This design comes from an exercise in tuning for a short achievable clock period and few clock cycles on the open sky130 flow, not from production work. Only simulation tests tie the RTL to the original design; equivalence was not proved. Power and IR drop assume default switching activity.

--- flow/config.mk ---
export PLATFORM = sky130hd
export DESIGN_NAME = raster_block
export DESIGN_NICKNAME = raster_block
export VERILOG_FILES = /design/flow/design.v
export SDC_FILE = /design/flow/constraint.sdc
export NUM_CORES = 4
export LEC_CHECK = 0
export CAP_MARGIN = 20
export CORE_MARGIN = 2
export CORE_UTILIZATION = 40
export PLACE_DENSITY = 0.6
export SLEW_MARGIN = 20
--- flow/constraint.sdc ---
create_clock -name core_clock -period 11.0 [get_ports {clk}]
set_input_delay 2.2000 -clock core_clock [delete_from_list [all_inputs] [get_ports {clk}]]
set_output_delay 2.2000 -clock core_clock [all_outputs]
set_load 0.01 [all_outputs]
--- flow/design.v ---
module raster_block (
    input  wire        clk,
    input  wire        rst,           
    input  wire        reg_valid,
    input  wire        reg_write,
    input  wire [5:0]  reg_addr,
    input  wire [31:0] reg_wdata,
    output reg  [31:0] reg_rdata,
    output wire        reg_berr,
    output wire        pix_re,
    output wire [15:0] pix_addr,
    input  wire [7:0]  pix_rdata,
    output wire        bmp_re,
    output wire        bmp_we,
    output wire [12:0] bmp_addr,
    output wire [7:0]  bmp_wdata,
    input  wire [7:0]  bmp_rdata,
    output wire        out_we,
    output wire [14:0] out_addr,
    output wire [7:0]  out_wdata,
    output wire        busy_o
);
    localparam [31:0] PIX_CAP = 32'd65536;
    localparam [31:0] BMP_CAP = 32'd8192;
    localparam [31:0] OUT_CAP = 32'd16400;
    localparam [5:0] A_CMD = 6'h00, A_STATUS = 6'h04, A_ERR = 6'h08,
                     A_WIDTH = 6'h0C, A_HEIGHT = 6'h10, A_THRESH = 6'h14,
                     A_BMPW = 6'h18, A_BMPH = 6'h1C, A_BPR = 6'h20,
                     A_OUTLEN = 6'h24, A_PIXCAP = 6'h28, A_BMPCAP = 6'h2C,
                     A_OUTCAP = 6'h30;
    localparam [7:0] K_INVALID = 8'd1, K_INVARIANT = 8'd3, K_CAPACITY = 8'd4,
                     K_ILLEGAL = 8'd5;
    localparam [7:0] D_THRESH = 8'h01, D_WZERO = 8'h02, D_WALIGN = 8'h03,
                     D_HZERO = 8'h04, D_PIXCAP = 8'h05, D_BMPCAP = 8'h06,
                     D_BWZERO = 8'h11, D_BWALIGN = 8'h12, D_BHZERO = 8'h13,
                     D_BMPLEN = 8'h14, D_XRANGE = 8'h21, D_YRANGE = 8'h22,
                     D_OUTCAP = 8'h31, D_BADOP = 8'hF0, D_RSVD = 8'hF1;
    localparam [3:0] S_IDLE  = 4'd0,
                     S_CHK   = 4'd1,
                     S_RAST  = 4'd2,
                     S_EHDR  = 4'd3,
                     S_EDAT  = 4'd4,
                     S_ETAIL = 4'd5,
                     S_ZHDR  = 4'd6,
                     S_ZNUM  = 4'd7,
                     S_ZMID  = 4'd8,
                     S_ZHEX  = 4'd9,
                     S_ZTAIL = 4'd10,
                     S_FIN   = 4'd11;
    localparam [2:0] CHK_LAST = 3'd6;
    reg        busy, done, errf, ovr;
    reg [15:0] err;
    reg [31:0] width, height, thresh, bmp_w, bmp_h;
    reg [14:0] out_len;        
    reg [31:0] pending;
    wire [7:0] op = pending[7:0];
    wire addr_ok = (reg_addr[1:0] == 2'b00) && (reg_addr <= A_OUTCAP);
    assign reg_berr = reg_valid && !addr_ok;
    wire wr = reg_valid && reg_write && addr_ok;
    always @(*) begin
        case (reg_addr[5:2])
            4'd1:  reg_rdata = {28'd0, ovr, errf, done, busy};
            4'd2:  reg_rdata = {16'd0, err};
            4'd3:  reg_rdata = width;
            4'd4:  reg_rdata = height;
            4'd5:  reg_rdata = thresh;
            4'd6:  reg_rdata = bmp_w;
            4'd7:  reg_rdata = bmp_h;
            4'd8:  reg_rdata = {3'd0, bmp_w[31:3]};
            4'd9:  reg_rdata = {17'd0, out_len};
            4'd10: reg_rdata = PIX_CAP;
            4'd11: reg_rdata = BMP_CAP;
            4'd12: reg_rdata = OUT_CAP;
            default: reg_rdata = 32'd0;
        endcase
    end
    function [7:0] hex_char(input [3:0] n);
        hex_char = (n < 4'd10) ? (8'h30 + {4'd0, n}) : (8'h37 + {4'd0, n});
    endfunction
    function [2:0] ndig(input [16:0] n);
        if (n >= 17'd10000)     ndig = 3'd5;
        else if (n >= 17'd1000) ndig = 3'd4;
        else if (n >= 17'd100)  ndig = 3'd3;
        else if (n >= 17'd10)   ndig = 3'd2;
        else                    ndig = 3'd1;
    endfunction
    function [36:0] dd(input [36:0] s);
        integer n;
        reg [19:0] b;
        begin
            b = s[36:17];
            for (n = 0; n < 5; n = n + 1)
                if (b[4*n +: 4] >= 4'd5)
                    b[4*n +: 4] = b[4*n +: 4] + 4'd3;
            dd = {b[18:0], s[16:0], 1'b0};
        end
    endfunction
    function [19:0] bcd_norm(input [19:0] d, input [2:0] nd);
        case (nd)
            3'd1:    bcd_norm = {d[3:0], 16'd0};
            3'd2:    bcd_norm = {d[7:0], 12'd0};
            3'd3:    bcd_norm = {d[11:0], 8'd0};
            3'd4:    bcd_norm = {d[15:0], 4'd0};
            default: bcd_norm = d;
        endcase
    endfunction
    function [7:0] esc_hdr(input [3:0] i, input [13:0] b, input [15:0] h);
        case (i)
            4'd0:  esc_hdr = 8'h1B;
            4'd1:  esc_hdr = 8'h40;
            4'd2:  esc_hdr = 8'h1B;
            4'd3:  esc_hdr = 8'h61;
            4'd4:  esc_hdr = 8'h01;
            4'd5:  esc_hdr = 8'h1D;
            4'd6:  esc_hdr = 8'h76;
            4'd7:  esc_hdr = 8'h30;
            4'd8:  esc_hdr = 8'h00;
            4'd9:  esc_hdr = b[7:0];
            4'd10: esc_hdr = {2'd0, b[13:8]};
            4'd11: esc_hdr = h[7:0];
            default: esc_hdr = h[15:8];
        endcase
    endfunction
    function [7:0] esc_tail(input [4:0] i);
        case (i)
            5'd0, 5'd1, 5'd2: esc_tail = 8'h0A;
            5'd3: esc_tail = 8'h1D;
            5'd4: esc_tail = 8'h56;
            default: esc_tail = 8'h00;
        endcase
    endfunction
    function [7:0] zpl_hdr(input [4:0] i);
        case (i)
            5'd0: zpl_hdr = 8'h5E;
            5'd1: zpl_hdr = 8'h58;
            5'd2: zpl_hdr = 8'h41;
            5'd3: zpl_hdr = 8'h0A;
            5'd4: zpl_hdr = 8'h5E;
            5'd5: zpl_hdr = 8'h50;
            default: zpl_hdr = 8'h57;
        endcase
    endfunction
    function [7:0] zpl_mid(input [4:0] i);
        case (i)
            5'd0:  zpl_mid = 8'h0A;
            5'd1:  zpl_mid = 8'h5E;
            5'd2:  zpl_mid = 8'h4C;
            5'd3:  zpl_mid = 8'h48;
            5'd4:  zpl_mid = 8'h30;
            5'd5:  zpl_mid = 8'h2C;
            5'd6:  zpl_mid = 8'h30;
            5'd7:  zpl_mid = 8'h0A;
            5'd8:  zpl_mid = 8'h5E;
            5'd9:  zpl_mid = 8'h46;
            5'd10: zpl_mid = 8'h4F;
            5'd11: zpl_mid = 8'h30;
            5'd12: zpl_mid = 8'h2C;
            5'd13: zpl_mid = 8'h30;
            5'd14: zpl_mid = 8'h0A;
            5'd15: zpl_mid = 8'h5E;
            5'd16: zpl_mid = 8'h47;
            5'd17: zpl_mid = 8'h46;
            5'd18: zpl_mid = 8'h41;
            default: zpl_mid = 8'h2C;
        endcase
    endfunction
    function [7:0] zpl_tail(input [4:0] i);
        case (i)
            5'd0: zpl_tail = 8'h0A;
            5'd1: zpl_tail = 8'h5E;
            5'd2: zpl_tail = 8'h58;
            default: zpl_tail = 8'h5A;
        endcase
    endfunction
    reg        r_thr, r_wz, r_wa, r_hz, r_big1, r_big2, r_big3;
    reg [17:0] r_pp0, r_pp1, r_pp2;
    reg [15:0] r_pp3;
    reg [21:0] r_sa;
    reg [19:0] r_sb;
    reg [27:0] r_prod;
    reg        r_cap;
    reg [12:0] r_tlast;        
    reg [15:0] r_lastp;        
    always @(posedge clk) begin
        r_thr  <= (thresh[31:8] != 24'd0);
        r_wz   <= (width == 32'd0);
        r_wa   <= (width[2:0] != 3'd0);
        r_hz   <= (height == 32'd0);
        r_big1 <= (width[31:3] > 29'd8192) || (height > 32'd8192);
        r_pp0  <= {4'd0, width[16:3]} * {14'd0, height[3:0]};
        r_pp1  <= {4'd0, width[16:3]} * {14'd0, height[7:4]};
        r_pp2  <= {4'd0, width[16:3]} * {14'd0, height[11:8]};
        r_pp3  <= {2'd0, width[16:3]} * {14'd0, height[13:12]};
        r_big2 <= r_big1;
        r_sa   <= {4'd0, r_pp0} + {r_pp1, 4'd0};
        r_sb   <= {4'd0, r_pp2} + {r_pp3, 4'd0};
        r_big3 <= r_big2;
        r_prod <= {6'd0, r_sa} + {r_sb, 8'd0};
        r_cap   <= r_big3 || (r_prod > 28'd8192);
        r_tlast <= r_prod[12:0] - 13'd1;
        r_lastp <= {r_prod[12:0] - 13'd1, 3'b111};
    end
    reg        e_wz, e_wa, e_hz, e_big1, e_big2, e_big3;
    reg [17:0] e_pp0, e_pp1, e_pp2;
    reg [15:0] e_pp3;
    reg [21:0] e_sa;
    reg [19:0] e_sb;
    reg [27:0] e_prod;
    reg        e_cap;
    reg [13:0] e_t;            
    reg [12:0] e_tlast;        
    reg [2:0]  e_dw, e_db, e_dt;
    reg [14:0] e_lesc;         
    reg [15:0] e_lzpl;         
    reg        e_zfail;
    always @(posedge clk) begin
        e_wz   <= (bmp_w == 32'd0);
        e_wa   <= (bmp_w[2:0] != 3'd0);
        e_hz   <= (bmp_h == 32'd0);
        e_big1 <= (bmp_w[31:3] > 29'd8192) || (bmp_h > 32'd8192);
        e_pp0  <= {4'd0, bmp_w[16:3]} * {14'd0, bmp_h[3:0]};
        e_pp1  <= {4'd0, bmp_w[16:3]} * {14'd0, bmp_h[7:4]};
        e_pp2  <= {4'd0, bmp_w[16:3]} * {14'd0, bmp_h[11:8]};
        e_pp3  <= {2'd0, bmp_w[16:3]} * {14'd0, bmp_h[13:12]};
        e_dw   <= ndig(bmp_w[16:0]);
        e_db   <= ndig({3'd0, bmp_w[16:3]});
        e_big2 <= e_big1;
        e_sa   <= {4'd0, e_pp0} + {e_pp1, 4'd0};
        e_sb   <= {4'd0, e_pp2} + {e_pp3, 4'd0};
        e_big3 <= e_big2;
        e_prod <= {6'd0, e_sa} + {e_sb, 8'd0};
        e_cap   <= e_big3 || (e_prod > 28'd8192);
        e_t     <= e_prod[13:0];
        e_tlast <= e_prod[12:0] - 13'd1;
        e_dt    <= ndig({3'd0, e_prod[13:0]});
        e_lesc  <= {1'b0, e_t} + 15'd19;
        e_lzpl  <= 16'd34 + {13'd0, e_dw} + {12'd0, e_dt, 1'b0} + {13'd0, e_db} +
                   {1'b0, e_t, 1'b0};
        e_zfail <= (e_lzpl > OUT_CAP[15:0]);
    end
    reg [36:0] w_s1, w_s2, w_s3, w_s4, w_s5;
    reg [36:0] b_s1, b_s2, b_s3, b_s4;
    reg [36:0] t_s1, t_s2, t_s3, t_s4;
    reg [19:0] norm_w, norm_b, norm_t;
    always @(posedge clk) begin
        w_s1 <= dd(dd(dd(dd({20'd0, bmp_w[16:0]}))));
        w_s2 <= dd(dd(dd(dd(w_s1))));
        w_s3 <= dd(dd(dd(w_s2)));
        w_s4 <= dd(dd(dd(w_s3)));
        w_s5 <= dd(dd(dd(w_s4)));
        norm_w <= bcd_norm(w_s5[36:17], e_dw);
        b_s1 <= dd(dd(dd(dd({20'd0, bmp_w[16:3], 3'd0}))));
        b_s2 <= dd(dd(dd(dd(b_s1))));
        b_s3 <= dd(dd(dd(b_s2)));
        b_s4 <= dd(dd(dd(b_s3)));
        norm_b <= bcd_norm(b_s4[36:17], e_db);
        t_s1 <= dd(dd(dd(dd({20'd0, e_t, 3'd0}))));
        t_s2 <= dd(dd(dd(dd(t_s1))));
        t_s3 <= dd(dd(dd(t_s2)));
        t_s4 <= dd(dd(dd(t_s3)));
        norm_t <= bcd_norm(t_s4[36:17], e_dt);
    end
    reg [3:0]  state;
    reg [2:0]  cw;             
    reg        pix_re_q;
    reg [15:0] pa;
    reg        rv;             
    reg [2:0]  k;
    reg [6:0]  acc;
    reg [12:0] bj;             
    reg        bwe, bre, blast;
    reg [12:0] baddr;
    reg [7:0]  wb;
    reg        owe;
    reg [14:0] oa;
    reg [7:0]  od;
    reg [4:0]  idx;
    reg [12:0] dj;             
    reg [1:0]  nsel;           
    reg [19:0] nsr;            
    reg [2:0]  nrem;           
    reg        hl;             
    reg [7:0]  lo_char;
    wire pbit = (pix_rdata < thresh[7:0]);
    wire is_enc = (pending[31:8] == 24'd0) && (op == 8'h02 || op == 8'h03);
    assign pix_re    = pix_re_q;
    assign pix_addr  = pa;
    assign bmp_re    = bre;
    assign bmp_we    = bwe;
    assign bmp_addr  = baddr;
    assign bmp_wdata = wb;
    assign out_we    = owe;
    assign out_addr  = oa;
    assign out_wdata = od;
    assign busy_o    = busy;
    task fail(input [7:0] kind, input [7:0] detail);
        begin
            busy     <= 1'b0;
            errf     <= 1'b1;
            err      <= {detail, kind};
            if (is_enc)
                out_len <= 15'd0;
            state    <= S_IDLE;
            pix_re_q <= 1'b0;
        end
    endtask
    task succeed;
        begin
            busy  <= 1'b0;
            done  <= 1'b1;
            state <= S_IDLE;
        end
    endtask
    task emit(input [7:0] b);
        begin
            owe <= 1'b1;
            od  <= b;
        end
    endtask
    always @(posedge clk) begin
        if (rst) begin
            busy     <= 1'b0;
            done     <= 1'b0;
            errf     <= 1'b0;
            ovr      <= 1'b0;
            err      <= 16'd0;
            width    <= 32'd0;
            height   <= 32'd0;
            thresh   <= 32'd0;
            bmp_w    <= 32'd0;
            bmp_h    <= 32'd0;
            out_len  <= 15'd0;
            pending  <= 32'd0;
            state    <= S_IDLE;
            pix_re_q <= 1'b0;
            rv       <= 1'b0;
            bwe      <= 1'b0;
            bre      <= 1'b0;
            owe      <= 1'b0;
        end else begin
            bwe <= 1'b0;
            bre <= 1'b0;
            owe <= 1'b0;
            if (owe)
                oa <= oa + 15'd1;
            if (wr) begin
                case (reg_addr)
                    A_STATUS: begin
                        if (reg_wdata[1]) done <= 1'b0;
                        if (reg_wdata[2]) errf <= 1'b0;
                        if (reg_wdata[3]) ovr  <= 1'b0;
                    end
                    A_WIDTH:  if (!busy) width  <= reg_wdata;
                    A_HEIGHT: if (!busy) height <= reg_wdata;
                    A_THRESH: if (!busy) thresh <= reg_wdata;
                    A_BMPW:   if (!busy) bmp_w  <= reg_wdata;
                    A_BMPH:   if (!busy) bmp_h  <= reg_wdata;
                    default: ;
                endcase
            end
            rv <= pix_re_q;
            if (pix_re_q) begin
                pa <= pa + 16'd1;
                if (state == S_RAST && pa == r_lastp)
                    pix_re_q <= 1'b0;
            end
            if (rv) begin
                acc <= {acc[5:0], pbit};
                k   <= k + 3'd1;
                if (k == 3'd7) begin
                    wb    <= {acc, pbit};
                    bwe   <= (state == S_RAST);
                    baddr <= bj;
                    blast <= (bj == r_tlast);
                    bj    <= bj + 13'd1;
                end
            end
            case (state)
                S_IDLE: ;
                S_CHK: begin
                    cw <= cw + 3'd1;
                    if (cw == CHK_LAST) begin
                        if (pending[31:8] != 24'd0)
                            fail(K_ILLEGAL, D_RSVD);
                        else if (op == 8'h01) begin
                            if (r_thr)      fail(K_INVALID, D_THRESH);
                            else if (r_wz)  fail(K_INVALID, D_WZERO);
                            else if (r_wa)  fail(K_INVALID, D_WALIGN);
                            else if (r_hz)  fail(K_INVALID, D_HZERO);
                            else if (r_cap) fail(K_CAPACITY, D_PIXCAP);
                            else            state <= S_RAST;
                        end else if (op == 8'h02 || op == 8'h03) begin
                            if (e_wz)       fail(K_INVALID, D_BWZERO);
                            else if (e_wa)  fail(K_INVARIANT, D_BWALIGN);
                            else if (e_hz)  fail(K_INVALID, D_BHZERO);
                            else if (e_cap) fail(K_INVARIANT, D_BMPLEN);
                            else if (op == 8'h03 && e_zfail) fail(K_CAPACITY, D_OUTCAP);
                            else begin
                                state <= (op == 8'h02) ? S_EHDR : S_ZHDR;
                                idx   <= 5'd0;
                                oa    <= 15'd0;
                                dj    <= 13'd0;
                            end
                        end else
                            fail(K_ILLEGAL, D_BADOP);
                    end
                end
                S_RAST: begin
                    if (bwe && blast) begin
                        bmp_w <= width;
                        bmp_h <= height;
                        succeed;
                    end
                end
                S_EHDR: begin
                    emit(esc_hdr(idx[3:0], bmp_w[16:3], bmp_h[15:0]));
                    idx <= idx + 5'd1;
                    if (idx == 5'd11) begin
                        bre   <= 1'b1;
                        baddr <= 13'd0;
                    end
                    if (idx == 5'd12) begin
                        state <= S_EDAT;
                        if (e_tlast != 13'd0) begin
                            bre   <= 1'b1;
                            baddr <= 13'd1;
                        end
                    end
                end
                S_EDAT: begin
                    emit(bmp_rdata);
                    dj <= dj + 13'd1;
                    if (bre && baddr != e_tlast) begin
                        bre   <= 1'b1;
                        baddr <= baddr + 13'd1;
                    end
                    if (dj == e_tlast) begin
                        idx   <= 5'd0;
                        state <= S_ETAIL;
                    end
                end
                S_ETAIL: begin
                    emit(esc_tail(idx));
                    idx <= idx + 5'd1;
                    if (idx == 5'd5)
                        state <= S_FIN;
                end
                S_ZHDR: begin
                    emit(zpl_hdr(idx));
                    idx <= idx + 5'd1;
                    if (idx == 5'd6) begin
                        nsel  <= 2'd0;
                        nsr   <= norm_w;
                        nrem  <= e_dw;
                        state <= S_ZNUM;
                    end
                end
                S_ZNUM: begin
                    if (nsel != 2'd0 && nrem == 3'd1)
                        emit(8'h2C);
                    else
                        emit({4'h3, nsr[19:16]});
                    nsr  <= {nsr[15:0], 4'd0};
                    nrem <= nrem - 3'd1;
                    if (nsel == 2'd3 && nrem == 3'd2) begin
                        bre   <= 1'b1;
                        baddr <= 13'd0;
                    end
                    if (nrem == 3'd1) begin
                        case (nsel)
                            2'd0: begin
                                idx   <= 5'd0;
                                state <= S_ZMID;
                            end
                            2'd1: begin
                                nsel <= 2'd2;
                                nsr  <= norm_t;
                                nrem <= e_dt + 3'd1;
                            end
                            2'd2: begin
                                nsel <= 2'd3;
                                nsr  <= norm_b;
                                nrem <= e_db + 3'd1;
                            end
                            default: begin
                                hl    <= 1'b0;
                                state <= S_ZHEX;
                            end
                        endcase
                    end
                end
                S_ZMID: begin
                    emit(zpl_mid(idx));
                    idx <= idx + 5'd1;
                    if (idx == 5'd19) begin
                        nsel  <= 2'd1;
                        nsr   <= norm_t;
                        nrem  <= e_dt + 3'd1;
                        state <= S_ZNUM;
                    end
                end
                S_ZHEX: begin
                    hl <= !hl;
                    if (!hl) begin
                        emit(hex_char(bmp_rdata[7:4]));
                        lo_char <= hex_char(bmp_rdata[3:0]);
                        if (dj != e_tlast) begin
                            bre   <= 1'b1;
                            baddr <= dj + 13'd1;
                        end
                    end else begin
                        emit(lo_char);
                        dj <= dj + 13'd1;
                        if (dj == e_tlast) begin
                            idx   <= 5'd0;
                            state <= S_ZTAIL;
                        end
                    end
                end
                S_ZTAIL: begin
                    emit(zpl_tail(idx));
                    idx <= idx + 5'd1;
                    if (idx == 5'd3)
                        state <= S_FIN;
                end
                S_FIN: begin
                    out_len <= (op == 8'h02) ? e_lesc : e_lzpl[14:0];
                    succeed;
                end
                default: state <= S_IDLE;
            endcase
            if (wr && reg_addr == A_CMD) begin
                if (busy) begin
                    ovr <= 1'b1;
                end else begin
                    pending  <= reg_wdata;
                    busy     <= 1'b1;
                    done     <= 1'b0;
                    errf     <= 1'b0;
                    err      <= 16'd0;
                    state    <= S_CHK;
                    cw       <= 3'd0;
                    pix_re_q <= (reg_wdata == 32'd1);
                    pa       <= 16'd0;
                    k        <= 3'd0;
                    bj       <= 13'd0;
                end
            end
        end
    end
endmodule
--- flow/run.sh ---
#!/bin/bash
# synth_recipe.tcl (not shown) runs the flow's synth.tcl, then flattens the netlist and writes it again
# the make line also repeats each setting of config.mk as NAME=value (left out here)
make -C /OpenROAD-flow-scripts/flow DESIGN_CONFIG=/design/flow/config.mk WORK_HOME=/design/flow/orfs CLKGATE_MAP_FILE= SYNTH_SCRIPT=/design/flow/synth_recipe.tcl finish
==> impl_metrics.csv, run 1 <==
group,metric,value,unit
route,drt-total-wl,172000,um
timing,max_slew_margin,22.4,%
cts,htree_levels,3,
yosys,ys.flop_type,"dfxtp_1",
pwr,comb_power_share,3.2,%
cts,clk_latency,0.74,ns
floorplan,die_y,384,um
route,first_pass_iters,8,
placed_design,placed_area,0.0610,sq mm
setup_path,cp_max_fo,28,
timing,fmax,0.128,GHz
setup_path,arrival,5.61,ns
pwr,p_total,7.90,mW
route,num_vias,47700,
setup_path,critPathLaunchType,"primary input",
setup_path,cp.required,8.80,ns
placed_design,place_congestion,0.953,
cts,tritoncts,"built",
yosys,synth-edff-count,138,
yosys,netlist_area,0.0577,sq mm
layout,multi_input_area,0.0339,sq mm
yosys,ys.warnings.count,1,
pwr,internal-power,6.14,mW
cts,cts_sinks,981,
floorplan,initial_core_util,40.2,%
placed_design,hpwl,126000,um
pwr,power.share.clock,49.9,%
global_route,gr-usage-all-layers,22.9,%
yosys,ys_async_sr_fraction,0,%
timing,tns,0,ns
global_route,gr-total-overflow,0,
cts,clk_pin_slew,0.06,ns
timing,setup_viol,0,
run_status,status,"finished clean",
timing,finalHoldViolations,0,
global_route,grt_pass1_wl,266000,um
layout,layout-drive-gt1-share,5.58,%
cts,cts_resized,0,
yosys,synthDistinctLibCells,95,
layout,areaGrowthSynthToFinish,12.6,%
yosys,syn-num-nets,7219,
timing,timing.hold.ws,0.317,ns
placed_design,pre_cts_slack,3.25,ns
timing,fin_crit,7.81,ns
timing,tightest_slew,1.16,ns
timing,grt_setup_unrepaired,"no",
route,drtAntennaViolNets,0,
yosys,syn_area_per_cell,8.78,sq um
layout,utilization,45.3,%
timing,min_period_over_period,71.0,%
floorplan,die_area,0.147,sq mm
yosys,synth.yosys.seq_area_share,36.5,%
floorplan,dieWidth,384,um
route,via_per_inst,5.55,
cts,post-cts-setup-buffers,0,
cts,cts_buffers,108,
floorplan,io_pins,156,
cts,root_buffer,"clkbuf_16",
layout,n_fill_cell,13800,
timing,postLayoutSetupSlackWorst,3.19,ns
yosys,synth-seq-cells,981,
pwr,ir_worst_vdd,0.128,mV
global_route,grt_max_degree,98,
global_route,antenna_found_initial,3,
timing,timing.final.max_slew_violations,0,
timing,skew,0.0327,ns
route,drt_first_iter_violations,3877,
setup_path,path_class,"primary input to output port",
layout,nets,7246,
setup_path,critPathCaptureType,"output port",
route,wire_per_inst,20.0,um
pwr,seq_power_share,46.9,%
yosys,synth_cells,6571,
floorplan,rows,139,
pwr,p_sw,1.76,mW
global_route,grt_pass1_vias,45700,
flow_run,drv_cap,0,
pwr,p_sw_share,22.3,%
hold_path,hold_path_class,"flip-flop to flip-flop",
placed_design,port-buffer-count,155,
layout,fin_area,0.0649,sq mm
layout,regArea,0.0210,sq mm
cts,cts.path.max_buffers,3,
cts,holdBufCountCts,0,
layout,instances_no_fill,8590,
placed_design,dpl.cell_count,8390,
route,drc,0,
pwr,p_per_area,122,mW/mm^2
floorplan,coreArea,0.143,sq mm
pwr,leakage,27.3,nW
[cells in the final DEF (no fill, tap or decap), types with 154 or more instances in the layout]
cell type,synthesis,layout
nand3_1,208,208
inv_1,419,418
dfxtp_1,843,842
xnor2_1,285,285
o21ai_0,228,228
and2_1,226,225
ha_1,435,435
a21oi_1,470,470
nand2_1,855,855
clkdlybuf4s50_1,0,154
fa_1,155,155
nor2_1,464,462
[metal layers]
metal / vias to the layer above / GRT usage [%] / routed length, um
met3: 308 / 4.24 / 12100
met4: 0 / 7.91 / 6300
met1: 22800 / 30.4 / 75800
met2: 1575 / 37.2 / 77800
met5: - / 0 / 0
li1: 23000 / - / -
[synthesized netlist by cell type (59+ instances only)]
cell type	number	area, sq um
o21ai_0	228	1140
ha_1	435	5440
mux2i_1	96	961
a222oi_1	59	591
nor4_1	71	444
xnor2_1	285	2500
edfxtp_1	138	4140
nor2_1	464	1740
nor3_1	122	611
and2_1	226	1410
inv_1	419	1570
dfxtp_1	843	16900
a311oi_1	74	648
nand2_1	855	3210
a21o_1	68	510
and3_1	60	375
nand2b_1	73	457
nor2b_1	64	400
fa_1	155	3100
a21oi_1	470	2350
nand3_1	208	1040
clkbuf_1	293	1100
xor2_1	124	1090
[sequential cells by signal, summed over array words and instances, names as in the netlist, 21 cells and up, named ones only]
name and flops:
bmp_h 32, e_sa 22, w_s4 21, bmp_w 32
e_prod 28, thresh 32, height 32, width 32
r_prod 28, r_sa 22, pending 32
[worst max-delay path, cell delays in order]
cell             delay [ns]
clkdlybuf4s50_1        0.74
nor2b_1                0.53
and2_2                 0.70
buf_4                  0.44
a222oi_1               0.14
nand3_1                0.24
clkdlybuf4s50_1        0.60
[power by group through the flow]
stage | Combinational (mW) | Clock [mW] | Sequential [mW]
after global routing | 0.272 | 4.16 | 3.71
after global placement | 0.245 | 0 | 3.79
after detailed placement | 0.249 | 0 | 3.79
after CTS | 0.250 | 4.02 | 3.71
final | 0.254 | 3.94 | 3.71
after floorplan | 0.137 | 0 | 3.77
[cell type report]
| cell class | instances | share of cell area [%] |
|---|---|---|
| Antenna cell | 1 | 0.00385 |
| Clock buffer | 134 | 4.61 |
| Clock inverter | 64 | 1.38 |
| Inverter | 420 | 2.43 |
| Multi-Input combinational cell | 4843 | 52.1 |
| Sequential cell | 981 | 32.4 |
| Tap cell | 1903 | 3.67 |
| Timing Repair Buffer | 244 | 3.42 |
[worst paths after layout]
| path | from | to | slack [ns] | cells after the start |
|---|---|---|---|---|
| worst max-delay path | reg_addr[4] | reg_rdata[4] | 3.19 | 7 |
| worst min-delay path | w_s3[12] | w_s4[15] | 0.32 | 0 |
| worst max register to register | height[3] | r_pp0[17] | 6.13 | 13 |
| worst min register to register | w_s3[12] | w_s4[15] | 0.32 | 0 |
[cells by family after synthesis]
group / share of synthesized area (%)
and+or+nand+nor: 19.1
AOI/OAI and AO/OA: 15.9
DFF: 36.5
buffers and inverters: 4.93
adders and majority gates: 14.9
xor gates and xnor gates: 6.21
muxes: 2.58
Testbench counts, summed over its fixed seeds: cycles 1,102,940.
==> run 2: changes to the inputs <==
--- a/flow/config.mk
+++ b/flow/config.mk
@@ -5,8 +5,10 @@
 export SDC_FILE = /design/flow/constraint.sdc
 export NUM_CORES = 4
 export LEC_CHECK = 0
+export ABC_CLOCK_PERIOD_IN_PS = 5000
 export CAP_MARGIN = 20
 export CORE_MARGIN = 2
 export CORE_UTILIZATION = 40
 export PLACE_DENSITY = 0.6
+export SETUP_SLACK_MARGIN = 5
 export SLEW_MARGIN = 20
==> impl_metrics.csv, run 2 <==
group,metric,value,unit
global_route,gr-usage-all-layers,23.0,%
setup_path,critPathMaxStageDelay,0.25,ns
yosys,synthDistinctLibCells,95,
cts,clk_pin_slew,0.06,ns
timing,tns,0,ns
setup_path,r2r_slack,6.14,ns
pwr,internal-power,6.15,mW
route,first_pass_iters,8,
setup_path,cp.required,8.80,ns
global_route,met3_usage,4.31,%
route,wire_per_inst,20.1,um
yosys,yosys.area.top_type,"dfxtp_1",
cts,htree_levels,3,
placed_design,port-buffer-count,155,
flow_run,drv_cap,0,
pwr,comb_power_share,3.4,%
cts,cts.path.max_buffers,3,
pwr,leakage,27.7,nW
yosys,ys_async_sr_fraction,0,%
timing,timing.final.max_slew_violations,0,
floorplan,die_area,0.147,sq mm
floorplan,rows,139,
cts,cts_sinks,981,
global_route,antenna_found_initial,2,
yosys,synth_top_area_share,29.3,%
global_route,grt.busiest_layer,"met2",
cts,tritoncts,"built",
hold_path,holdPathEnd,"w_s4[15]",
timing,skew,0.0323,ns
pwr,p_total,7.92,mW
global_route,gr-usage-met2,37.3,%
timing,tightest_slew,1.18,ns
setup_path,crit_chain,"buf_4 > buf_12 > or2_4 > nor2_4 > buf_6 > buf_6 > buf_4 > a22o_1 > a221oi_2 > nand3_1 > buf_2",
global_route,grt_pass1_wl,268000,um
setup_path,cp_slowest_cell,"or2_4",
route,drt_first_iter_violations,3753,
floorplan,io_pins,156,
timing,min_period_over_period,54.5,%
yosys,synth.yosys.seq_area_share,36.5,%
setup_path,r2r-end,"r_pp0[17]",
pwr,power.share.clock,49.7,%
hold_path,holdPathStages,0,
layout,final_cell_mix,"nand2_1 (854), dfxtp_1 (842), a21oi_1 (470), nor2_1 (457), ha_1 (435)",
route,drt-total-wl,173000,um
setup_path,critPathCaptureType,"output port",
route,num_vias,48000,
yosys,netlist_area,0.0577,sq mm
floorplan,coreArea,0.143,sq mm
cts,root_buffer,"clkbuf_16",
placed_design,hpwl,126000,um
hold_path,hold_path_class,"flip-flop to flip-flop",
layout,areaGrowthSynthToFinish,13.4,%
timing,grt_setup_unrepaired,"yes",
setup_path,path_class,"primary input to output port",
layout,layout-drive-gt1-share,6.68,%
global_route,use_met1,30.6,%
timing,max_slew_margin,21.4,%
floorplan,initial_core_util,40.2,%
yosys,ys.warnings.count,1,
global_route,grt_max_degree,98,
placed_design,place_congestion,0.953,
yosys,synth-edff-count,138,
yosys,synth_common_cells,"nand2_1 (855), dfxtp_1 (843), a21oi_1 (470)",
yosys,synthTopCellsByArea,"dfxtp_1 (29%), ha_1 (9.4%), edfxtp_1 (7.2%)",
setup_path,r2r-start,"height[3]",
pwr,p_sw,1.77,mW
timing,finalHoldViolations,0,
global_route,grt_pass1_vias,45900,
route,drtAntennaViolNets,0,
layout,layout.cells.most_common,"nand2_1",
pwr,ir_worst_vdd,0.128,mV
cts,cts_buffers,108,
setup_path,arrival,3.80,ns
yosys,syn_area_per_cell,8.78,sq um
yosys,synth-seq-cells,981,
timing,setup_viol,0,
run_status,status,"finished clean",
setup_path,critPathLaunchType,"primary input",
floorplan,die_y,384,um
timing,fin_crit,6.00,ns
setup_path,cp_max_fo,8,
cts,clk_latency,0.74,ns
yosys,synth.most_common_cell,"nand2_1",
yosys,ys.flop_type,"dfxtp_1",
pwr,seq_power_share,46.8,%
timing,fmax,0.167,GHz
yosys,synth_cells,6571,
global_route,gr-total-overflow,0,
hold_path,worstHoldStart,"w_s3[12]",
route,drc,0,
yosys,syn-num-nets,7219,
floorplan,dieWidth,384,um
layout,nets,7278,
pwr,p_per_area,121,mW/mm^2
layout,n_fill_cell,13800,
pwr,p_sw_share,22.3,%
route,via_per_inst,5.57,
setup_path,worstRegToRegCells,13,
[run 2: layout make-up]
cell class / instances / area (sq um) / share of cell area (%)
Antenna cell: 2 / 5.00 / 0.00765
Clock buffer: 134 / 2990 / 4.58
Clock inverter: 64 / 898 / 1.37
Inverter: 420 / 1580 / 2.41
Multi-Input combinational cell: 4846 / 34000 / 52.0
Sequential cell: 981 / 21000 / 32.1
Tap cell: 1903 / 2380 / 3.64
Timing Repair Buffer: 273 / 2480 / 3.80
[run 2: power groups by stage]
stage | clock network (mW) | logic, mW | registers (mW)
final | 3.94 | 0.272 | 3.71
after global routing | 4.16 | 0.291 | 3.71
after CTS | 4.02 | 0.266 | 3.71
after detailed placement | 0 | 0.249 | 3.79
after global placement | 0 | 0.245 | 3.79
after floorplan | 0 | 0.137 | 3.77
[run 2: per-layer routing]
metal  vias to the layer above  part of all wire (%)  wire length (um)
met1                     23000                    44             75900
met3                       347                   7.1             12400
li1                      23000                     -                 -
met2                      1676                    45             77900
met4                         2                   3.9              6830
met5                         -                0.0058                10
[run 2: critical path: cells and delay by family]
family / cells / cell delay, ns
compound gates: 2 / 0.18
buf+inv: 6 / 0.82
simple gates: 3 / 0.58
[run 2: cells by family (layout without fill, tap and decap cells)]
| kind of cell | count (synthesis) | after routing | share of synthesized area, % |
|---|---|---|---|
| AOI/OAI and AO/OA | 1376 | 1376 | 15.9 |
| muxes | 142 | 142 | 2.58 |
| buffers and inverters | 747 | 891 | 4.93 |
| DFF | 981 | 981 | 36.5 |
| other | 0 | 2 | 0 |
| xor gates and xnor gates | 409 | 409 | 6.21 |
| adders and majority gates | 593 | 593 | 14.9 |
| and+or+nand+nor | 2323 | 2326 | 19.1 |
[run 2: how the worst max path moves through the flow]
stage | start | endpoint | cells past startpoint | slack (ns)
floorplan | reg_addr[4] | reg_rdata[10] | 8 | 5.05
global placement | reg_addr[4] | reg_rdata[13] | 7 | 3.27
detailed placement | reg_addr[4] | reg_rdata[13] | 7 | 3.25
CTS | reg_addr[5] | reg_rdata[0] | 10 | 4.94
global route | reg_addr[2] | reg_rdata[0] | 10 | 4.97
finish | reg_addr[3] | reg_rdata[0] | 11 | 5.00
[run 2: metrics by stage]
stage                     setup slack [ns]  hold slack (ns)  utilization, %  cells  instance area (sq um)
after detailed placement              3.25            0.312            42.6   8390                  61000
after global placement                3.27            0.310            42.6   8390                  61000
final                                 5.00            0.317            45.6   8623                  65400
after global routing                  4.97            0.322            45.6   8621                  65400
after floorplan                       5.05            0.310               -   6571                  57700
after CTS                             4.94            0.318            45.6   8619                  65400
[run 2: repair_timing]
item,4_1_cts,5_1_grt
setup endpoints to repair,33,25
pin swaps,29,20
hold buffers,0,0
setup buffers,25,0
resized for setup,125,32
hold endpoints to repair,0,0
cloned,6,1
==> run 3: changes to the inputs <==
--- a/flow/design.v
+++ b/flow/design.v
@@ -47,7 +47,7 @@
                      S_ZHEX  = 4'd9,
                      S_ZTAIL = 4'd10,
                      S_FIN   = 4'd11;
-    localparam [2:0] CHK_LAST = 3'd6;
+    localparam [2:0] CHK_LAST = 3'd7;
     reg        busy, done, errf, ovr;
     reg [15:0] err;
     reg [31:0] width, height, thresh, bmp_w, bmp_h;
@@ -84,6 +84,9 @@
         else if (n >= 17'd10)   ndig = 3'd2;
         else                    ndig = 3'd1;
     endfunction
+    function [15:0] pp2(input [13:0] b, input [1:0] h);
+        pp2 = (h[0] ? {2'd0, b} : 16'd0) + (h[1] ? {1'b0, b, 1'b0} : 16'd0);
+    endfunction
     function [36:0] dd(input [36:0] s);
         integer n;
         reg [19:0] b;
@@ -172,11 +175,11 @@
             default: zpl_tail = 8'h5A;
         endcase
     endfunction
-    reg        r_thr, r_wz, r_wa, r_hz, r_big1, r_big2, r_big3;
-    reg [17:0] r_pp0, r_pp1, r_pp2;
-    reg [15:0] r_pp3;
-    reg [21:0] r_sa;
-    reg [19:0] r_sb;
+    reg        r_thr, r_wz, r_wa, r_hz, r_big1, r_big2, r_big3, r_big4;
+    reg [15:0] r_pp0, r_pp1, r_pp2, r_pp3, r_pp4, r_pp5, r_pp6;
+    reg [17:0] r_q0, r_q1, r_q2;
+    reg [15:0] r_q3;
+    reg [21:0] r_u0, r_u1;
     reg [27:0] r_prod;
     reg        r_cap;
     reg [12:0] r_tlast;        
@@ -187,24 +190,32 @@
         r_wa   <= (width[2:0] != 3'd0);
         r_hz   <= (height == 32'd0);
         r_big1 <= (width[31:3] > 29'd8192) || (height > 32'd8192);
-        r_pp0  <= {4'd0, width[16:3]} * {14'd0, height[3:0]};
-        r_pp1  <= {4'd0, width[16:3]} * {14'd0, height[7:4]};
-        r_pp2  <= {4'd0, width[16:3]} * {14'd0, height[11:8]};
-        r_pp3  <= {2'd0, width[16:3]} * {14'd0, height[13:12]};
+        r_pp0  <= pp2(width[16:3], height[1:0]);
+        r_pp1  <= pp2(width[16:3], height[3:2]);
+        r_pp2  <= pp2(width[16:3], height[5:4]);
+        r_pp3  <= pp2(width[16:3], height[7:6]);
+        r_pp4  <= pp2(width[16:3], height[9:8]);
+        r_pp5  <= pp2(width[16:3], height[11:10]);
+        r_pp6  <= pp2(width[16:3], height[13:12]);
         r_big2 <= r_big1;
-        r_sa   <= {4'd0, r_pp0} + {r_pp1, 4'd0};
-        r_sb   <= {4'd0, r_pp2} + {r_pp3, 4'd0};
+        r_q0   <= {2'd0, r_pp0} + {r_pp1, 2'd0};
+        r_q1   <= {2'd0, r_pp2} + {r_pp3, 2'd0};
+        r_q2   <= {2'd0, r_pp4} + {r_pp5, 2'd0};
+        r_q3   <= r_pp6;
         r_big3 <= r_big2;
-        r_prod <= {6'd0, r_sa} + {r_sb, 8'd0};
-        r_cap   <= r_big3 || (r_prod > 28'd8192);
+        r_u0   <= {4'd0, r_q0} + {r_q1, 4'd0};
+        r_u1   <= {4'd0, r_q2} + {2'd0, r_q3, 4'd0};
+        r_big4 <= r_big3;
+        r_prod <= {6'd0, r_u0} + {r_u1[19:0], 8'd0};
+        r_cap   <= r_big4 || (r_prod > 28'd8192);
         r_tlast <= r_prod[12:0] - 13'd1;
         r_lastp <= {r_prod[12:0] - 13'd1, 3'b111};
     end
-    reg        e_wz, e_wa, e_hz, e_big1, e_big2, e_big3;
-    reg [17:0] e_pp0, e_pp1, e_pp2;
-    reg [15:0] e_pp3;
-    reg [21:0] e_sa;
-    reg [19:0] e_sb;
+    reg        e_wz, e_wa, e_hz, e_big1, e_big2, e_big3, e_big4;
+    reg [15:0] e_pp0, e_pp1, e_pp2, e_pp3, e_pp4, e_pp5, e_pp6;
+    reg [17:0] e_q0, e_q1, e_q2;
+    reg [15:0] e_q3;
+    reg [21:0] e_u0, e_u1;
     reg [27:0] e_prod;
     reg        e_cap;
     reg [13:0] e_t;            
@@ -218,18 +229,26 @@
         e_wa   <= (bmp_w[2:0] != 3'd0);
         e_hz   <= (bmp_h == 32'd0);
         e_big1 <= (bmp_w[31:3] > 29'd8192) || (bmp_h > 32'd8192);
-        e_pp0  <= {4'd0, bmp_w[16:3]} * {14'd0, bmp_h[3:0]};
-        e_pp1  <= {4'd0, bmp_w[16:3]} * {14'd0, bmp_h[7:4]};
-        e_pp2  <= {4'd0, bmp_w[16:3]} * {14'd0, bmp_h[11:8]};
-        e_pp3  <= {2'd0, bmp_w[16:3]} * {14'd0, bmp_h[13:12]};
+        e_pp0  <= pp2(bmp_w[16:3], bmp_h[1:0]);
+        e_pp1  <= pp2(bmp_w[16:3], bmp_h[3:2]);
+        e_pp2  <= pp2(bmp_w[16:3], bmp_h[5:4]);
+        e_pp3  <= pp2(bmp_w[16:3], bmp_h[7:6]);
+        e_pp4  <= pp2(bmp_w[16:3], bmp_h[9:8]);
+        e_pp5  <= pp2(bmp_w[16:3], bmp_h[11:10]);
+        e_pp6  <= pp2(bmp_w[16:3], bmp_h[13:12]);
         e_dw   <= ndig(bmp_w[16:0]);
         e_db   <= ndig({3'd0, bmp_w[16:3]});
         e_big2 <= e_big1;
-        e_sa   <= {4'd0, e_pp0} + {e_pp1, 4'd0};
-        e_sb   <= {4'd0, e_pp2} + {e_pp3, 4'd0};
+        e_q0   <= {2'd0, e_pp0} + {e_pp1, 2'd0};
+        e_q1   <= {2'd0, e_pp2} + {e_pp3, 2'd0};
+        e_q2   <= {2'd0, e_pp4} + {e_pp5, 2'd0};
+        e_q3   <= e_pp6;
         e_big3 <= e_big2;
-        e_prod <= {6'd0, e_sa} + {e_sb, 8'd0};
-        e_cap   <= e_big3 || (e_prod > 28'd8192);
+        e_u0   <= {4'd0, e_q0} + {e_q1, 4'd0};
+        e_u1   <= {4'd0, e_q2} + {2'd0, e_q3, 4'd0};
+        e_big4 <= e_big3;
+        e_prod <= {6'd0, e_u0} + {e_u1[19:0], 8'd0};
+        e_cap   <= e_big4 || (e_prod > 28'd8192);
         e_t     <= e_prod[13:0];
         e_tlast <= e_prod[12:0] - 13'd1;
         e_dt    <= ndig({3'd0, e_prod[13:0]});
@@ -262,6 +281,7 @@
     end
     reg [3:0]  state;
     reg [2:0]  cw;             
+    reg        lp_ok;          
     reg        pix_re_q;
     reg [15:0] pa;
     reg        rv;             
@@ -361,7 +381,7 @@
             rv <= pix_re_q;
             if (pix_re_q) begin
                 pa <= pa + 16'd1;
-                if (state == S_RAST && pa == r_lastp)
+                if (lp_ok && pa == r_lastp)
                     pix_re_q <= 1'b0;
             end
             if (rv) begin
@@ -379,6 +399,8 @@
                 S_IDLE: ;
                 S_CHK: begin
                     cw <= cw + 3'd1;
+                    if (cw == 3'd4)
+                        lp_ok <= 1'b1;
                     if (cw == CHK_LAST) begin
                         if (pending[31:8] != 24'd0)
                             fail(K_ILLEGAL, D_RSVD);
@@ -540,6 +562,7 @@
                     err      <= 16'd0;
                     state    <= S_CHK;
                     cw       <= 3'd0;
+                    lp_ok    <= 1'b0;
                     pix_re_q <= (reg_wdata == 32'd1);
                     pa       <= 16'd0;
                     k        <= 3'd0;
==> impl_metrics.csv, run 3 <==
group,metric,value,unit
cts,tritoncts,"built",
pwr,leakage,31.4,nW
yosys,synth_top_area_share,32.8,%
setup_path,path_class,"primary input to output port",
timing,fin_crit,6.06,ns
setup_path,worstRegToRegCells,10,
route,first_pass_iters,7,
cts,cts.path.max_buffers,3,
placed_design,port-buffer-count,155,
timing,tightest_slew,1.13,ns
timing,timing.final.max_slew_violations,0,
yosys,synth-seq-cells,1208,
cts,clk_pin_slew,0.05,ns
global_route,grt_pass1_vias,52000,
route,wire_per_inst,20.1,um
pwr,ir_worst_vdd,0.160,mV
route,num_vias,54400,
route,via_per_inst,5.55,
setup_path,r2r_slack,6.54,ns
yosys,syn-num-nets,8037,
cts,cts_sinks,1208,
setup_path,cp.required,8.80,ns
yosys,netlist_area,0.0653,sq mm
yosys,ys_async_sr_fraction,0,%
floorplan,die_area,0.167,sq mm
floorplan,die_y,408,um
cts,cts_buffers,139,
yosys,synth_cells,7405,
setup_path,cp_max_fo,16,
global_route,grt_max_degree,102,
layout,final_cell_mix,"dfxtp_1 (1065), nand2_1 (697), nor2_1 (546), ha_1 (545), a21oi_1 (543)",
yosys,synth-edff-count,139,
layout,nets,8141,
timing,setup_viol,0,
setup_path,r2r-start,"state[3]",
timing,grt_setup_unrepaired,"yes",
yosys,synth.yosys.seq_area_share,39.2,%
global_route,grt_pass1_wl,302000,um
timing,finalHoldViolations,0,
setup_path,critPathCaptureType,"output port",
floorplan,initial_core_util,40.2,%
setup_path,arrival,3.86,ns
yosys,yosys.area.top_type,"dfxtp_1",
floorplan,rows,148,
hold_path,hold_path_class,"flip-flop to flip-flop",
run_status,status,"finished clean",
pwr,p_per_area,130,mW/mm^2
global_route,antenna_found_initial,10,
global_route,gr-total-overflow,0,
layout,layout-drive-gt1-share,6.52,%
cts,htree_levels,4,
layout,n_fill_cell,15600,
layout,multi_input_area,0.0372,sq mm
timing,fmax,0.165,GHz
route,drt-total-wl,197000,um
hold_path,worstHoldStart,"e_q2[2]",
timing,min_period_over_period,55.1,%
timing,max_slew_margin,24.5,%
cts,holdBufCountCts,0,
yosys,synth_common_cells,"dfxtp_1 (1069), nand2_1 (700), nor2_1 (554)",
route,drt_first_iter_violations,4995,
floorplan,coreArea,0.162,sq mm
layout,areaGrowthSynthToFinish,14.0,%
yosys,synthDistinctLibCells,92,
yosys,ys.flop_type,"dfxtp_1",
flow_run,drv_cap,0,
layout,layout.cells.most_common,"dfxtp_1",
pwr,p_total,9.71,mW
yosys,synth.most_common_cell,"dfxtp_1",
yosys,ys.warnings.count,1,
route,drc,0,
yosys,syn_area_per_cell,8.82,sq um
layout,regArea,0.0256,sq mm
timing,skew,0.0333,ns
floorplan,io_pins,156,
cts,root_buffer,"clkbuf_16",
hold_path,holdPathEnd,"e_u1[2]",
cts,clk_latency,0.78,ns
placed_design,place_congestion,0.968,
yosys,synthTopCellsByArea,"dfxtp_1 (33%), ha_1 (10%), edfxtp_1 (6.4%)",
global_route,gr-usage-all-layers,23.0,%
route,drtAntennaViolNets,0,
floorplan,dieWidth,408,um
placed_design,hpwl,142000,um
setup_path,critPathLaunchType,"primary input",
timing,tns,0,ns
hold_path,holdPathStages,0,
-- run 3: critical path, stage by stage --
cell           delay [ns]
buf_6                0.14
nand2b_4             0.18
buf_4                0.16
nor2_4               0.07
buf_4                0.14
buf_12               0.14
a22oi_1              0.21
nand4_1              0.23
dlygate4sd2_1        0.36
-- run 3: layer usage --
layer  share of wire (%)  wire, um  GRT usage, %
met5               0.011        22             0
met3                 7.2     14100          4.20
met2                  45     88100          36.9
met4                 3.6      7040          8.34
met1                  45     87700          30.7
-- run 3: layout make-up --
cell class              instances  area share, %
clock inverters                60           1.12
well taps                    2175           3.65
clock buffers                 199           5.50
flip-flops and latches       1208           34.3
multi-input cells            5487           50.0
repair buffers                273           3.40
inverters                     400           2.02
diodes                          1        0.00336
-- run 3: per-stage QoR --
step | cells | hold slack (ns) | utilization, % | worst slack [ns] | area, sq um
floorplan | 7405 | 0.310 | - | 5.04 | 65300
global placement | 9510 | 0.310 | 42.6 | 3.24 | 69100
detailed placement | 9511 | 0.312 | 42.6 | 3.26 | 69100
CTS | 9794 | 0.310 | 45.8 | 4.88 | 74300
global route | 9802 | 0.309 | 45.9 | 4.90 | 74500
finish | 9803 | 0.306 | 45.9 | 4.94 | 74500
-- run 3: where the power goes --
group          internal, mW  switching [mW]
logic                 0.104           0.163
registers              4.49          0.0430
clock network          2.97            1.95
-- run 3: timing repair --
item | in CTS | in global routing
pin swaps | 12 | 10
resized for setup | 89 | 27
cloned | 4 | 1
endpoints found under the hold margin | 0 | 0
setup endpoints to repair | 33 | 15
setup buffers | 20 | 6
-- run 3: cell families (layout without fill, tap and decap cells) --
logic type | after synthesis | after routing | synth area share, %
adders and majority gates | 574 | 574 | 11.3
other | 0 | 1 | 0
muxes | 127 | 127 | 2.03
and+or+nand+nor | 2591 | 2593 | 19.5
AOI/OAI and AO/OA | 1663 | 1663 | 16.7
DFF | 1208 | 1208 | 39.2
buffers and inverters | 712 | 932 | 4.15
xor gates and xnor gates | 530 | 530 | 7.11
-- run 3: how the worst max path moves through the flow --
stage                    end  slack (ns)   startpoint
3_5_place_dp    reg_rdata[9]        3.26  reg_addr[5]
2_1_floorplan   reg_rdata[8]        5.04  reg_addr[5]
5_1_grt        reg_rdata[31]        4.90  reg_addr[5]
3_3_place_gp    reg_rdata[9]        3.24  reg_addr[5]
4_1_cts         reg_rdata[9]        4.88  reg_addr[3]
6_report       reg_rdata[12]        4.94  reg_addr[5]
Testbench counts of run 3, summed over its fixed seeds: cycles 1,103,036.
==> run 4: changes to the inputs <==
==> flow/flow/run.sh (new file) <==
#!/bin/bash
set -euo pipefail
bash standard.sh SETUP_SLACK_MARGIN=6.5 finish > standard_flow.log 2>&1
==> flow/standard.sh (new file) <==
#!/bin/bash
# synth_recipe.tcl (not shown) runs the flow's synth.tcl, then flattens the netlist and writes it again
# the make line also repeats each setting of config.mk as NAME=value (left out here)
make -C /OpenROAD-flow-scripts/flow DESIGN_CONFIG=/design/flow/config.mk WORK_HOME=/design/flow/orfs CLKGATE_MAP_FILE= SYNTH_SCRIPT=/design/flow/synth_recipe.tcl "${@:-finish}"
--- a/flow/config.mk
+++ b/flow/config.mk
@@ -10,5 +10,4 @@
 export CORE_MARGIN = 2
 export CORE_UTILIZATION = 40
 export PLACE_DENSITY = 0.6
-export SETUP_SLACK_MARGIN = 5
 export SLEW_MARGIN = 20
removed: flow/run.sh
==> impl_metrics.csv, run 4 <==
group,metric,value,unit
yosys,ys_async_sr_fraction,0,%
layout,layout-drive-gt1-share,8.10,%
cts,cts.path.max_buffers,3,
global_route,grt_pass1_vias,51600,
layout,fin_area,0.0753,sq mm
hold_path,worstHoldStart,"r_q0[0]",
layout,n_fill_cell,15500,
yosys,syn-num-nets,8037,
flow_run,drv_cap,0,
setup_path,crit_chain,"buf_12 > or2_4 > nor2_4 > buf_12 > a222oi_1 > nand3_1 > a221o_1 > buf_6",
layout,utilization,46.4,%
cts,root_buffer,"clkbuf_16",
route,drtAntennaViolNets,0,
setup_path,r2r-start,"state[0]",
route,drt-total-wl,198000,um
timing,timing.hold.ws,0.317,ns
timing,min_period_over_period,53.2,%
yosys,synth.most_common_cell,"dfxtp_1",
timing,timing.final.max_slew_violations,0,
layout,layout.cells.most_common,"dfxtp_1",
placed_design,placed_area,0.0691,sq mm
setup_path,cp_slowest_cell,"a221o_1",
setup_path,cp_max_fo,7,
global_route,grt_pass1_wl,302000,um
yosys,ys.warnings.count,1,
floorplan,die_area,0.167,sq mm
global_route,gr-total-overflow,0,
yosys,yosys.area.top_type,"dfxtp_1",
yosys,ys.flop_type,"dfxtp_1",
pwr,p_per_area,129,mW/mm^2
yosys,synth_cells,7405,
timing,tns,0,ns
cts,tritoncts,"built",
yosys,synth.yosys.seq_area_share,39.2,%
yosys,synth_top_area_share,32.8,%
setup_path,arrival,3.66,ns
setup_path,crit_top_cell,"buf_12",
floorplan,dieWidth,408,um
placed_design,place_congestion,0.946,
yosys,synthDistinctLibCells,92,
floorplan,coreArea,0.162,sq mm
global_route,antenna_found_initial,10,
timing,tightest_slew,1.14,ns
hold_path,hold_path_class,"flip-flop to flip-flop",
floorplan,die_y,408,um
layout,final_cell_mix,"dfxtp_1 (1064), nand2_1 (693), nor2_1 (545), ha_1 (545), a21oi_1 (543)",
cts,clk_latency,0.77,ns
run_status,status,"finished clean",
cts,cts_buffers,139,
setup_path,critPathLaunch,"reg_addr[3]",
floorplan,rows,148,
timing,postLayoutSetupSlackWorst,5.14,ns
route,via_per_inst,5.56,
cts,htree_levels,4,
yosys,synth-edff-count,139,
placed_design,pre_cts_slack,3.23,ns
cts,clk_pin_slew,0.06,ns
global_route,gr-usage-all-layers,23.0,%
placed_design,port-buffer-count,155,
yosys,synth_common_cells,"dfxtp_1 (1069), nand2_1 (700), nor2_1 (554)",
floorplan,initial_core_util,40.2,%
route,drc,0,
timing,fmax,0.171,GHz
timing,max_slew_margin,23.7,%
yosys,synthTopCellsByArea,"dfxtp_1 (33%), ha_1 (10%), edfxtp_1 (6.4%)",
global_route,grt_max_degree,100,
timing,grt_setup_unrepaired,"yes",
placed_design,hpwl,143000,um
timing,finalHoldViolations,0,
timing,fin_crit,5.86,ns
floorplan,io_pins,156,
timing,skew,0.0352,ns
route,num_vias,54800,
setup_path,critPathCaptureType,"output port",
route,wire_per_inst,20.1,um
pwr,leakage,31.7,nW
layout,nets,8196,
layout,areaGrowthSynthToFinish,15.4,%
setup_path,critPathMaxStageDelay,0.39,ns
setup_path,critPathLaunchType,"primary input",
timing,setup_viol,0,
yosys,synth-seq-cells,1208,
yosys,syn_area_per_cell,8.82,sq um
cts,holdBufCountCts,0,
setup_path,path_class,"primary input to output port",
route,drt_first_iter_violations,4812,
setup_path,cp.required,8.80,ns
cts,cts_sinks,1208,
route,first_pass_iters,9,
yosys,netlist_area,0.0653,sq mm
pwr,ir_worst_vdd,0.169,mV
-- run 4: repair_timing --
action,4_1_cts,5_1_grt
endpoints found under the setup margin,284,164
pin swaps,62,37
cloned,8,4
gates resized for setup,252,43
setup buffers,67,15
hold endpoints to repair,0,0
-- run 4: metrics by stage --
step | std cells | power [mW]
6_report | 9846 | 9.72
2_1_floorplan | 7405 | 4.75
3_5_place_dp | 9504 | 4.87
5_1_grt | 9843 | 9.99
3_3_place_gp | 9504 | 4.87
4_1_cts | 9823 | 9.80
-- run 4: power by group --
group | total (mW) | leakage [nW] | internal, mW | switching (mW)
clock network | 4.90 | 2.39 | 3.00 | 1.90
logic | 0.289 | 19.4 | 0.119 | 0.170
registers | 4.53 | 9.93 | 4.49 | 0.0434
-- run 4: critical path, delay by kind of cell --
kind                   cells  cell delay [ns]
AOI/OAI and AO/OA          2             0.70
buffers and inverters      3             0.40
and+or+nand+nor            3             0.34
-- run 4: final timing paths --
kind,to,cells after the start,slack [ns]
max,reg_rdata[3],8,5.14
min,r_u0[0],0,0.32
max reg2reg,flip-flop,10,6.94
min reg2reg,r_u0[0],0,0.32
-- run 4: layer usage --
metal  wire (um)  share of wire [%]  GRT usage, %  vias to the layer above
met5          13             0.0066             0                        -
met4        7700                3.9          9.11                        2
met3       14300                7.2          3.66                      408
met2       87300                 44          36.4                     1834
met1       88400                 45          31.2                    26100
li1            -                  -             -                    26400
-- run 4: layout make-up --
class / instances / area [sq um] / area share, %
sequential: 1208 / 25600 / 34.0
multi-input combinational: 5490 / 37500 / 49.8
clock inverter: 56 / 781 / 1.04
antenna: 4 / 10.0 / 0.0133
tap: 2175 / 2720 / 3.61
clock buffer: 188 / 4110 / 5.45
timing repair buffer: 325 / 3160 / 4.19
inverter: 400 / 1500 / 1.99
-- run 4: kinds of logic (layout without fill, tap and decap cells) --
logic type      after synthesis  in the layout  share of synthesized area (%)
flops                      1208           1208                           39.2
compound gates             1663           1663                           16.7
fa+ha+maj                   574            574                           11.3
buf+inv                     712            969                           4.15
mux                         127            127                           2.03
simple gates               2591           2596                           19.5
other cells                   0              4                              0
xor+xnor                    530            530                           7.11
==> run 5: changes to the inputs <==
==> flow/flow/run.sh (replaced) <==
#!/bin/bash
set -euo pipefail
bash standard.sh SETUP_SLACK_MARGIN=6.5 \
  "PLACE_PINS_ARGS=-group_pins {reg_valid reg_berr reg_addr* reg_rdata*}" \
  finish > standard_flow.log 2>&1
==> impl_metrics.csv, run 5 <==
group,metric,value,unit
run_status,status,"finished clean",
layout,nets,8223,
floorplan,dieWidth,408,um
layout,final_cell_mix,"dfxtp_1 (1067), nand2_1 (696), nor2_1 (546), ha_1 (545), a21oi_1 (543)",
setup_path,critPathMaxStageDelay,0.30,ns
hold_path,holdPathStages,0,
route,drtAntennaViolNets,0,
setup_path,arrival,3.70,ns
timing,tightest_slew,1.13,ns
layout,fin_area,0.0754,sq mm
yosys,synth-edff-count,139,
timing,finalHoldViolations,0,
global_route,gr-total-overflow,0,
global_route,gr-usage-all-layers,23.6,%
timing,setup_viol,0,
layout,layout.cells.most_common,"dfxtp_1",
timing,postLayoutSetupSlackWorst,5.10,ns
yosys,syn_area_per_cell,8.82,sq um
setup_path,r2r_slack,6.85,ns
pwr,seq_power_share,47.3,%
route,via_per_inst,5.58,
layout,layout-drive-gt1-share,8.12,%
floorplan,die_y,408,um
yosys,syn-num-nets,8037,
flow_run,drv_cap,0,
pwr,p_sw,2.20,mW
placed_design,placed_area,0.0691,sq mm
cts,clk_latency,0.82,ns
timing,max_slew_margin,24.4,%
setup_path,r2r-start,"b_s1[17]",
yosys,synth_top_area_share,32.8,%
route,num_vias,55100,
pwr,power.share.clock,49.7,%
yosys,synthDistinctLibCells,92,
global_route,antenna_found_initial,18,
layout,utilization,46.4,%
yosys,synth.yosys.seq_area_share,39.2,%
yosys,ys.warnings.count,1,
cts,htree_levels,4,
setup_path,cp.required,8.80,ns
floorplan,coreArea,0.162,sq mm
cts,root_buffer,"clkbuf_16",
cts,tritoncts,"built",
yosys,synth_common_cells,"dfxtp_1 (1069), nand2_1 (700), nor2_1 (554)",
pwr,leakage,31.8,nW
yosys,synth.most_common_cell,"dfxtp_1",
timing,timing.hold.ws,0.319,ns
floorplan,rows,148,
yosys,synth_cells,7405,
timing,fin_crit,5.90,ns
cts,cts.path.max_buffers,3,
floorplan,die_area,0.167,sq mm
layout,areaGrowthSynthToFinish,15.4,%
pwr,internal-power,7.40,mW
setup_path,worstRegToRegCells,17,
route,wire_per_inst,20.5,um
pwr,comb_power_share,3.0,%
setup_path,critPathCaptureType,"output port",
cts,cts_sinks,1208,
pwr,p_sw_share,22.9,%
yosys,yosys.area.top_type,"dfxtp_1",
hold_path,worstHoldStart,"w_s3[13]",
cts,cts_buffers,140,
yosys,netlist_area,0.0653,sq mm
route,first_pass_iters,10,
yosys,ys.flop_type,"dfxtp_1",
yosys,synth-seq-cells,1208,
placed_design,dpl.cell_count,9510,
timing,grt_setup_unrepaired,"yes",
route,drt_first_iter_violations,4560,
yosys,synthTopCellsByArea,"dfxtp_1 (33%), ha_1 (10%), edfxtp_1 (6.4%)",
floorplan,initial_core_util,40.2,%
route,drc,0,
layout,instances_no_fill,9881,
timing,fmax,0.170,GHz
global_route,grt_pass1_wl,309000,um
global_route,grt_max_degree,87,
placed_design,hpwl,147000,um
setup_path,r2r-end,"w_s2[25]",
timing,min_period_over_period,53.6,%
pwr,ir_worst_vdd,0.170,mV
setup_path,crit_top_cell,"buf_12",
floorplan,io_pins,156,
placed_design,pre_cts_slack,3.04,ns
setup_path,crit_chain,"buf_12 > or2_4 > buf_6 > nor2_4 > buf_12 > a22oi_1 > nand3_1 > a221o_1 > buf_2",
route,drt-total-wl,202000,um
timing,skew,0.0488,ns
yosys,ys_async_sr_fraction,0,%
placed_design,port-buffer-count,155,
cts,clk_pin_slew,0.06,ns
global_route,grt_pass1_vias,52000,
setup_path,path_class,"primary input to output port",
timing,tns,0,ns
timing,timing.final.max_slew_violations,0,
hold_path,holdPathEnd,"w_s4[16]",
placed_design,place_congestion,0.969,
setup_path,cp_slowest_cell,"a221o_1",
setup_path,cp_max_fo,15,
hold_path,hold_path_class,"flip-flop to flip-flop",
pwr,p_total,9.59,mW
setup_path,critPathLaunchType,"primary input",
pwr,p_per_area,127,mW/mm^2
cts,holdBufCountCts,0,
[run 5: critical path, delay by kind of cell]
kind	cells	cell delay [ns]
compound gates	2	0.39
simple gates	3	0.48
buf+inv	4	0.61
[run 5: worst max-delay path by stage]
stage | start | endpoint | slack [ns]
2_1_floorplan | reg_addr[3] | reg_rdata[3] | 5.47
6_report | reg_addr[3] | reg_rdata[0] | 5.10
5_1_grt | reg_addr[3] | reg_rdata[0] | 5.12
4_1_cts | reg_addr[5] | reg_rdata[0] | 5.19
3_5_place_dp | reg_addr[5] | reg_rdata[0] | 3.04
3_3_place_gp | reg_addr[5] | reg_rdata[0] | 3.04
[run 5: cells by family after synthesis]
| kind of cell | count (synthesis) | synth area share [%] |
|---|---|---|
| simple gates | 2591 | 19.5 |
| mux | 127 | 2.03 |
| fa+ha+maj | 574 | 11.3 |
| flops | 1208 | 39.2 |
| xor+xnor | 530 | 7.11 |
| compound gates | 1663 | 16.7 |
| buf+inv | 712 | 4.15 |
[run 5: power by group through the flow]
stage | logic, mW | registers [mW] | clock network (mW)
floorplan | 0.137 | 4.61 | 0
CTS | 0.276 | 4.53 | 4.87
global placement | 0.240 | 4.63 | 0
detailed placement | 0.243 | 4.63 | 0
global route | 0.310 | 4.53 | 5.05
finish | 0.292 | 4.53 | 4.77
[run 5: layout make-up]
cell class              count  area (sq um)
fillers                 15500         87000
diodes                      6          15.0
repair buffers            350          3330
inverters                 400          1500
well taps                2175          2720
multi-input cells        5491         37500
clock buffers             182          3880
clock inverters            69           891
flip-flops and latches   1208         25600
[run 5: what timing repair did]
action | CTS | global route
cloned | 11 | 1
resized for setup | 249 | 37
pin swaps | 53 | 38
buffers inserted | 72 | 30
setup endpoints to repair | 284 | 45
[run 5: layer usage]
layer  share of wire, %  vias to the layer above  track usage, %
li1                   -                    26500               -
met3                7.2                      457            4.20
met2                 45                     1896            38.2
met1                 43                    26300            30.6
met4                4.6                       12            10.4
met5              0.035                        -               0

-- static timing again, ports no longer ideal --
How much do the figures lean on ideal ports? The routed layouts below were timed once more, with nothing changed but the port constraints. Step 1 sets driving cells, clkbuf_16 on the clock port and buf_2 on the other inputs (assumed; they add their load-dependent delay and slew). Step 2 adds t to the input delays and takes it off the output delays; t is the mean of the earliest and latest rising clock arrival at the registers after step 1. Input paths then give back, and output paths get back, about the clock's delay inside the block. Slacks: no drivers / after step 1 / after step 2; pairs: no drivers / after step 1.
| run | t, ns | setup slack, ns | hold slack, ns |
|---|---|---|---|
| run 1 | 0.803 | 3.194 / 3.074 / 3.074 | 0.317 / 0.317 / 0.317 |
| run 2 | 0.803 | 5.005 / 4.881 / 4.881 | 0.317 / 0.317 / 0.317 |
| run 3 | 0.839 | 4.943 / 4.904 / 4.904 | 0.306 / 0.306 / 0.306 |
| run 4 | 0.839 | 5.144 / 5.079 / 5.079 | 0.317 / 0.317 / 0.317 |
| run 5 | 0.869 | 5.102 / 5.036 / 5.036 | 0.319 / 0.319 / 0.319 |
After both steps every run listed still meets setup and hold. For run 2, which loses most, drivers alone change the setup slack by -0.124 ns; drivers and shift together by -0.124 ns.
